Background: an optimization exercise with open tools, aiming at small area. Do not read the settings as production practice. Function was checked by simulation only, so behaviour that the tests miss may differ from the original. The clock port is modelled as an ideal driver; clocking choices that lean on that would not hold on a real chip. Power and IR drop assume default switching activity.

Design ffm_sensor_link, start of the top module:
module ffm_sensor_link (
    input  wire        clk,
    input  wire        rst,
    input  wire        rx_valid,
    input  wire [7:0]  rx_data,
    output wire        adc_req,
    output wire [1:0]  adc_chan,
    input  wire        adc_valid,
    input  wire [11:0] adc_data,
    output wire        tx_valid,
    output wire [7:0]  tx_data,
    input  wire        tx_ready
);
export LEC_CHECK = 0
export CAP_MARGIN = 20
export CORE_MARGIN = 2
export CORE_UTILIZATION = 70
export GPL_TIMING_DRIVEN = 0
export SLEW_MARGIN = 20
create_clock -name core_clock -period 20.0 [get_ports {clk}]
standard.sh (not shown) runs the stock make flow with config.mk's settings and CLKGATE_MAP_FILE= SYNTH_SCRIPT=/design/flow/synth_recipe.tcl, a recipe that flattens the netlist after the stock synthesis.
==> flow/flow/run.sh <==
#!/bin/bash
# Own flow: the standard layout (standard.sh), with these changes:
#  - synthesis (flow/synth.tcl) is the standard synthesis except for the
#    ABC mapping step, which tries the area-oriented scripts flow/*.abc and
#    keeps the smallest result, and ORFS's adder extraction is off; the
#    registers are mapped exactly as in the standard synthesis;
#  - port buffers are sky130_fd_sc_hd__buf_1 instead of the default pick;
#  - the clock tree is built from sky130_fd_sc_hd__clkbuf_4 without dummy
#    loads; flow/post_cts.tcl then swaps any clkbuf_4 that drives 12 or more
#    clock pins for a clkbuf_8 (clock-pin slew).
# make's full output goes to flow_make.log in the work folder; ORFS's
# per-step logs stay under orfs/logs/.
set -euo pipefail
W=$(pwd)
export FLOW_WORK="$W"
bash standard.sh \
  SYNTH_SCRIPT="$W/flow/synth.tcl" \
  ADDER_MAP_FILE= \
  "BUFFER_PORTS_ARGS=-buffer_cell sky130_fd_sc_hd__buf_1" \
  "CTS_ARGS=-sink_clustering_enable -repair_clock_nets -buf_list sky130_fd_sc_hd__clkbuf_4 -dont_use_dummy_load" \
  "POST_CTS_TCL=$W/flow/post_cts.tcl" \
  finish > "$W/flow_make.log" 2>&1
Other scripts of this flow, unchanged in this note and not shown: flow/flow/amap.abc, flow/flow/deep.abc, flow/flow/deepnf.abc, flow/flow/nf.abc, flow/flow/post_cts.tcl, flow/flow/synth.tcl
The starting point finished clean.
Rerun with:
Settings changed: CAP_MARGIN 20 to 0, GPL_TIMING_DRIVEN 0 to unset, SLEW_MARGIN 20 to 0.
Global-route usage climbs by 1.0 points.
Die area is unchanged.
Register-to-register slack degrades by 0.03 ns.
Worst setup slack improves by 0.17 ns.
Synthesized area is unchanged.
Fmax climbs by a few percent.
Via count climbs slightly.
Final area is unchanged.
Cell count is unchanged.
Rerun with:
==> flow/flow/deep_s1.abc (new file) <==
strash
&get -n
&fraig -x
&put
scorr
dc2
strash
&get -n
&deepsyn -T 30 -S 1
&put
strash
&get -n
&dch -f
&nf -R 1000 -p -a
&put
strash
dch -f
amap
==> flow/flow/deep_s2.abc (new file) <==
strash
&get -n
&fraig -x
&put
scorr
dc2
strash
&get -n
&deepsyn -T 30 -S 2
&put
strash
&get -n
&dch -f
&nf -R 1000 -p -a
&put
strash
dch -f
amap
Settings changed: CAP_MARGIN 0 to 20, SLEW_MARGIN 0 to 20.
The changed run ran to the end with no violations.
Routed wire length is unchanged.
Global-route usage stays the same.
Clock-buffer cell count does not change.
Synthesized area does not change.
Cell count is unchanged.
Sequential power stays flat.
Rerun with:
removed: flow/flow/deep_s1.abc
removed: flow/flow/deep_s2.abc
Effect: The new run completed without violations. Routed wire length is unchanged. Hold slack does not change. Die area is unchanged. Cell area is unchanged. Via count stays the same. Sequential power barely changes. Final cell count is unchanged. Utilization is unchanged. Combinational power stays flat.

The RTL this note starts from:
==> flow/design.v <==
module ffm_sensor_link (
    input  wire        clk,
    input  wire        rst,
    input  wire        rx_valid,
    input  wire [7:0]  rx_data,
    output wire        adc_req,
    output wire [1:0]  adc_chan,
    input  wire        adc_valid,
    input  wire [11:0] adc_data,
    output wire        tx_valid,
    output wire [7:0]  tx_data,
    input  wire        tx_ready
);
    localparam [2:0] IDLE = 3'd0;    
    localparam [2:0] ADC  = 3'd1;    
    localparam [2:0] UW   = 3'd2;    
    localparam [2:0] UR   = 3'd3;    
    localparam [2:0] BW   = 3'd4;    
    localparam [2:0] BR   = 3'd5;    
    localparam [2:0] TX   = 3'd6;    
    localparam [1:0] OP_P = 2'd0, OP_T = 2'd1, OP_V = 2'd2, OP_X = 2'd3;
    reg [2:0]  st;
    reg [4:0]  ph;       
    reg        lap2;     
    reg [1:0]  op;       
    reg        s;        
    reg [2:0]  bp;       
    reg [18:0] a0, a1;   
    reg        sd0, sd1; 
    reg [11:0] tr;       
    reg        ca, cb;   
    reg        bw;       
    reg        c1;
    reg        e1, e2, c2;
    reg        f1, f2, c3;
    reg        g1, g2, g3, da, db;
    wire in_ur = (st == UR);
    wire in_br = (st == BR);
    wire is_v = (op == OP_V);
    wire vlo  = (bp == 3'd2);
    wire vhi  = (bp == 3'd3);
    wire cklo = (bp == 3'd6);
    wire comp = is_v & (vlo | vhi | cklo);
    wire last = (op == OP_P) ? (bp == 3'd3) : is_v ? (bp == 3'd7) : (bp == 3'd5);
    wire [7:0] ckhi  = {6'b111111, ~(ca & cb), ~(ca ^ cb)};
    reg  [7:0] cbyte;
    always @(*) begin
        case (bp)
            3'd0: cbyte = (op == OP_P) ? 8'h04 : (is_v & s) ? 8'h08 : 8'h06;
            3'd1: cbyte = {2'b10, op, 2'b00, s, ~s};
            3'd2: cbyte = (op == OP_P) ? {6'b011110, ~s, s} : {6'b000000, s, 1'b1};
            3'd3: cbyte = (op == OP_P) ? ckhi : {5'b00000, s, ~s, 1'b0};
            3'd4: cbyte = is_v ? 8'h00 : {5'b01100, ~s, 1'b0, ~s};
            3'd5: cbyte = is_v ? 8'h00 : ckhi;
            default: cbyte = ckhi;
        endcase
    end
    assign adc_req  = (st == ADC);
    assign adc_chan = {s, ~s};
    assign tx_valid = (st == TX);
    assign tx_data  = comp ? tr[11:4] : cbyte;
    wire lo12 = (ph < 5'd12);
    wire g0   = ~lap2 & lo12;                                     
    wire g5   = ~lap2 & (ph >= 5'd5) & (ph <= 5'd16);             
    wire w1   = ~lap2 & (ph >= 5'd10) & (ph <= 5'd17);            
    wire w2   = lap2 ? (ph <= 5'd6) : (ph == 5'd18);              
    wire a_0 = s ? a1[0] : a0[0];
    wire a_2 = s ? a1[2] : a0[2];
    wire a_7 = s ? a1[7] : a0[7];
    wire sd  = s ? sd1 : sd0;
    wire run = in_br & comp;
    wire x0  = run & g0 & a_7;           
    wire x5  = run & g5 & a_2;           
    wire z   = x0 ^ x5 ^ c1;
    wire y   = z ^ e2 ^ c2;
    wire w   = y ^ f2 ^ c3;
    wire q1  = w ^ g1 ^ da;
    wire q   = q1 ^ g3 ^ db;
    wire p   = s ? q : w;
    wire kb  = ~s & ~lap2 & ((ph == 5'd12) | (ph >= 5'd14));
    wire v   = p ^ kb ^ bw;
    wire kcb = s ? (lap2 & ~ph[0])
                 : (~lap2 | (~ph[2] & ~ph[1]) | (ph[2] & ~ph[0]));
    wire ge7  = (ph >= 5'd7);
    wire u_sh = sd ? lo12 : ge7;
    wire sx   = in_ur ? (sd & a_0) : tr[4];
    wire sy   = in_ur ? ~(sd & lo12 & a_7) : v;
    wire sz   = in_ur ? (u_sh & tr[0]) : kcb;
    wire s1   = sx ^ sy ^ ca;
    wire so   = s1 ^ sz ^ cb;
    wire ca_n = (sx & sy) | (sx & ca) | (sy & ca);
    wire cb_n = (s1 & sz) | (s1 & cb) | (sz & cb);
    wire sh_v = run & ((w1 & ~vhi) | (w2 & ~vlo));
    wire sin  = (cklo & w2) ? ~so : v;
    always @(posedge clk) begin
        ph <= (ph == 5'd18) ? 5'd0 : ph + 5'd1;
        c1 <= (x0 & x5) | (x0 & c1) | (x5 & c1);
        e1 <= z; e2 <= e1; c2 <= (z & e2) | (z & c2) | (e2 & c2);
        f1 <= y; f2 <= f1; c3 <= (y & f2) | (y & c3) | (f2 & c3);
        g1 <= w; g2 <= g1; g3 <= g2;
        da <= (w & g1) | (w & da) | (g1 & da);
        db <= (q1 & g3) | (q1 & db) | (g3 & db);
        bw <= (in_br & (lap2 | (ph >= 5'd10))) ? ((~p & (kb | bw)) | (kb & bw)) : 1'b0;
        a0 <= {(in_ur & ~s) ? so : a0[0], a0[18:1]};
        a1 <= {(in_ur &  s) ? so : a1[0], a1[18:1]};
        if (st == IDLE) begin
            ca <= 1'b0;
            cb <= 1'b0;
        end else if (st == UW) begin
            ca <= 1'b1;
            cb <= 1'b0;
        end else if (in_ur || (run && cklo)) begin
            ca <= (in_ur | w2) & ca_n;
            cb <= (in_ur | w2) & cb_n;
        end
        if (st == ADC && adc_valid)
            tr <= adc_data;
        else if ((in_ur && u_sh) || sh_v)
            tr <= {sin, tr[11:1]};
        if (rst) begin
            st  <= IDLE;
            ph  <= 5'd0;
            bp  <= 3'd0;
            sd0 <= 1'b0;
            sd1 <= 1'b0;
        end else begin
            case (st)
                IDLE: if (rx_valid) begin
                    case (bp[1:0])
                        2'd0: if (rx_data == 8'h04) bp <= 3'd1;
                        2'd1: begin
                            bp <= 3'd2;
                            s  <= rx_data[1];
                            if ((rx_data[3:0] == 4'd1 || rx_data[3:0] == 4'd2) &&
                                (rx_data[7:4] == 4'h8 || rx_data[7:4] == 4'h9 || rx_data[7:4] == 4'hA))
                                op <= rx_data[5:4];
                            else
                                op <= OP_X;
                        end
                        2'd2: begin
                            bp <= 3'd3;
                            if (rx_data != {2'b01, ~op, 2'b10, ~s, s})
                                op <= OP_X;
                        end
                        default: begin
                            bp <= 3'd0;
                            if (rx_data == 8'hFF && op != OP_X)
                                st <= (op == OP_V) ? ADC : TX;
                        end
                    endcase
                end
                ADC: if (adc_valid) st <= UW;
                UW: if (ph == 5'd18) st <= UR;
                UR: if (ph == 5'd18) begin
                    st <= TX;
                    if (s) sd1 <= 1'b1; else sd0 <= 1'b1;
                end
                BW: if (!comp) st <= TX;
                else if (ph == 5'd18) begin
                    st <= BR;
                    lap2 <= 1'b0;
                end
                BR: begin
                    if (ph == 5'd18) lap2 <= 1'b1;
                    if (vlo ? (!lap2 && ph == 5'd17) : (lap2 && ph == 5'd6))
                        st <= TX;
                end
                TX: if (tx_ready) begin
                    if (last) begin
                        st <= IDLE;
                        bp <= 3'd0;
                    end else begin
                        bp <= {bp[2:1], bp[0]} + 3'd1 | {1'b0, is_v & ~s & vhi, 1'b0};
                        st <= BW;
                    end
                end
                default: st <= IDLE;
            endcase
        end
    end
endmodule
export LEC_CHECK = 0
export CAP_MARGIN = 20
export CORE_MARGIN = 2
export CORE_UTILIZATION = 70
export SLEW_MARGIN = 20
create_clock -name core_clock -period 20.0 [get_ports {clk}]
==> flow/flow/run.sh <==
#!/bin/bash
# Own flow: the standard layout (standard.sh), with these changes:
#  - synthesis maps the logic with an area-oriented ABC script (flow/area.abc)
#    and without ORFS's adder extraction; registers are mapped exactly as in
#    the standard synthesis, only the combinational mapping differs;
#  - port buffers are sky130_fd_sc_hd__buf_1 instead of the default pick;
#  - any clock tree settings given below.
# make's full output goes to flow_make.log in the work folder; ORFS's
# per-step logs stay under orfs/logs/.
set -euo pipefail
W=$(pwd)
export FLOW_WORK="$W"
export AREA_ABC_SCRIPT="$W/flow/area.abc"
bash standard.sh \
  SYNTH_SCRIPT="$W/flow/synth.tcl" \
  ADDER_MAP_FILE= \
  "BUFFER_PORTS_ARGS=-buffer_cell sky130_fd_sc_hd__buf_1" \
  CTS_ARGS=-sink_clustering_enable\ -repair_clock_nets\ -buf_list\ sky130_fd_sc_hd__clkbuf_4\ -dont_use_dummy_load \
  "POST_CTS_TCL=$W/flow/post_cts.tcl" \
  finish > "$W/flow_make.log" 2>&1
==> flow/flow/area.abc <==
strash
&get -n
&fraig -x
&put
scorr
dc2
strash
&get -n
&deepsyn -T 30
&put
strash
&get -n
&dch -f
&nf -R 1000 -p -a
&put
strash
dch -f
amap
==> flow/flow/post_cts.tcl <==
# After clock tree synthesis: a clkbuf_4 that drives 12 or more clock pins
# is swapped for a clkbuf_8 so the flip-flop clock-pin slew stays low, then
# the placement is legalized again.
set block [ord::get_db_block]
set changed 0
foreach inst [$block getInsts] {
  if {[[$inst getMaster] getName] ne "sky130_fd_sc_hd__clkbuf_4"} { continue }
  set out [$inst findITerm X]
  set net [$out getNet]
  if {$net eq "NULL"} { continue }
  set fo [expr {[llength [$net getITerms]] - 1}]
  if {$fo >= 12} {
    replace_cell [$inst getName] sky130_fd_sc_hd__clkbuf_8
    incr changed
  }
}
puts "post_cts: upsized $changed clock buffers"
if {$changed} {
  detailed_placement
  check_placement -verbose
}
==> flow/flow/synth.tcl <==
# The standard synthesis (synth_recipe.tcl in the work folder), with an
# area-oriented ABC script in place of ORFS's.
proc abc {args} {
  set i [lsearch $args -script]
  if {$i >= 0} { lset args [expr {$i + 1}] $::env(AREA_ABC_SCRIPT) }
  yosys abc {*}$args
}
source $::env(FLOW_WORK)/synth_recipe.tcl
The first run finished clean.
Rerun with:
--- a/flow/flow/run.sh
+++ b/flow/flow/run.sh
@@ -16,5 +16,3 @@
   ADDER_MAP_FILE= \
   "BUFFER_PORTS_ARGS=-buffer_cell sky130_fd_sc_hd__buf_1" \
-  CTS_ARGS=-sink_clustering_enable\ -repair_clock_nets\ -buf_list\ sky130_fd_sc_hd__clkbuf_4\ -dont_use_dummy_load \
-  "POST_CTS_TCL=$W/flow/post_cts.tcl" \
   finish > "$W/flow_make.log" 2>&1
--- a/flow/config.mk
+++ b/flow/config.mk
@@ -9,3 +9,4 @@
 export CORE_MARGIN = 2
 export CORE_UTILIZATION = 70
+export CTS_BUF_LIST = sky130_fd_sc_hd__clkbuf_8
 export SLEW_MARGIN = 20
removed: flow/flow/post_cts.tcl
After rerunning: Total power went up by 19%; via count is higher by 1.6%; clock power came out higher by 87%; sequential cell count is unchanged; worst hold slack improves by 0.0041 ns; sequential power barely changes; non-clock buffer count stays the same; final area climbs by 4.4%; fmax climbs by 2.4%; wire length climbs by 5.0%.

==> what the ideal ports hide <==
In the flow no input, the clock included, has a driving cell. The finished layouts below were timed again as built, in two steps.
Step 1, drivers: a clkbuf_16 drives clk and a buf_2 each remaining input, both assumed.
Step 2 adds t to the input delays and takes it off the output delays; t is the mean of the earliest and latest rising clock arrival at the registers after step 1. Input paths then give back, and output paths get back, about the clock's delay inside the block.
Three values: ideal, step 1, step 2; two values: the first two.
run	t (ns)	setup WS [ns]	worst setup path at the end	worst slew at a driven data input, ns	cell pins on the clock port's net
the first run of note 1	0.432	12.996 / 12.969 / 13.401	register to output	0.03	1
the second run of note 1	0.433	13.170 / 13.142 / 13.575	register to output	0.03	1
the third run of note 1	0.433	13.170 / 13.142 / 13.575	register to output	0.03	1
the fourth run of note 1	0.433	13.170 / 13.142 / 13.575	register to output	0.03	1
the first run of note 2	0.433	13.170 / 13.142 / 13.575	register to output	0.03	1
the second run of note 2	0.384	13.327 / 13.299 / 13.683	register to output	0.04	1
After both steps every run listed still meets setup and hold.
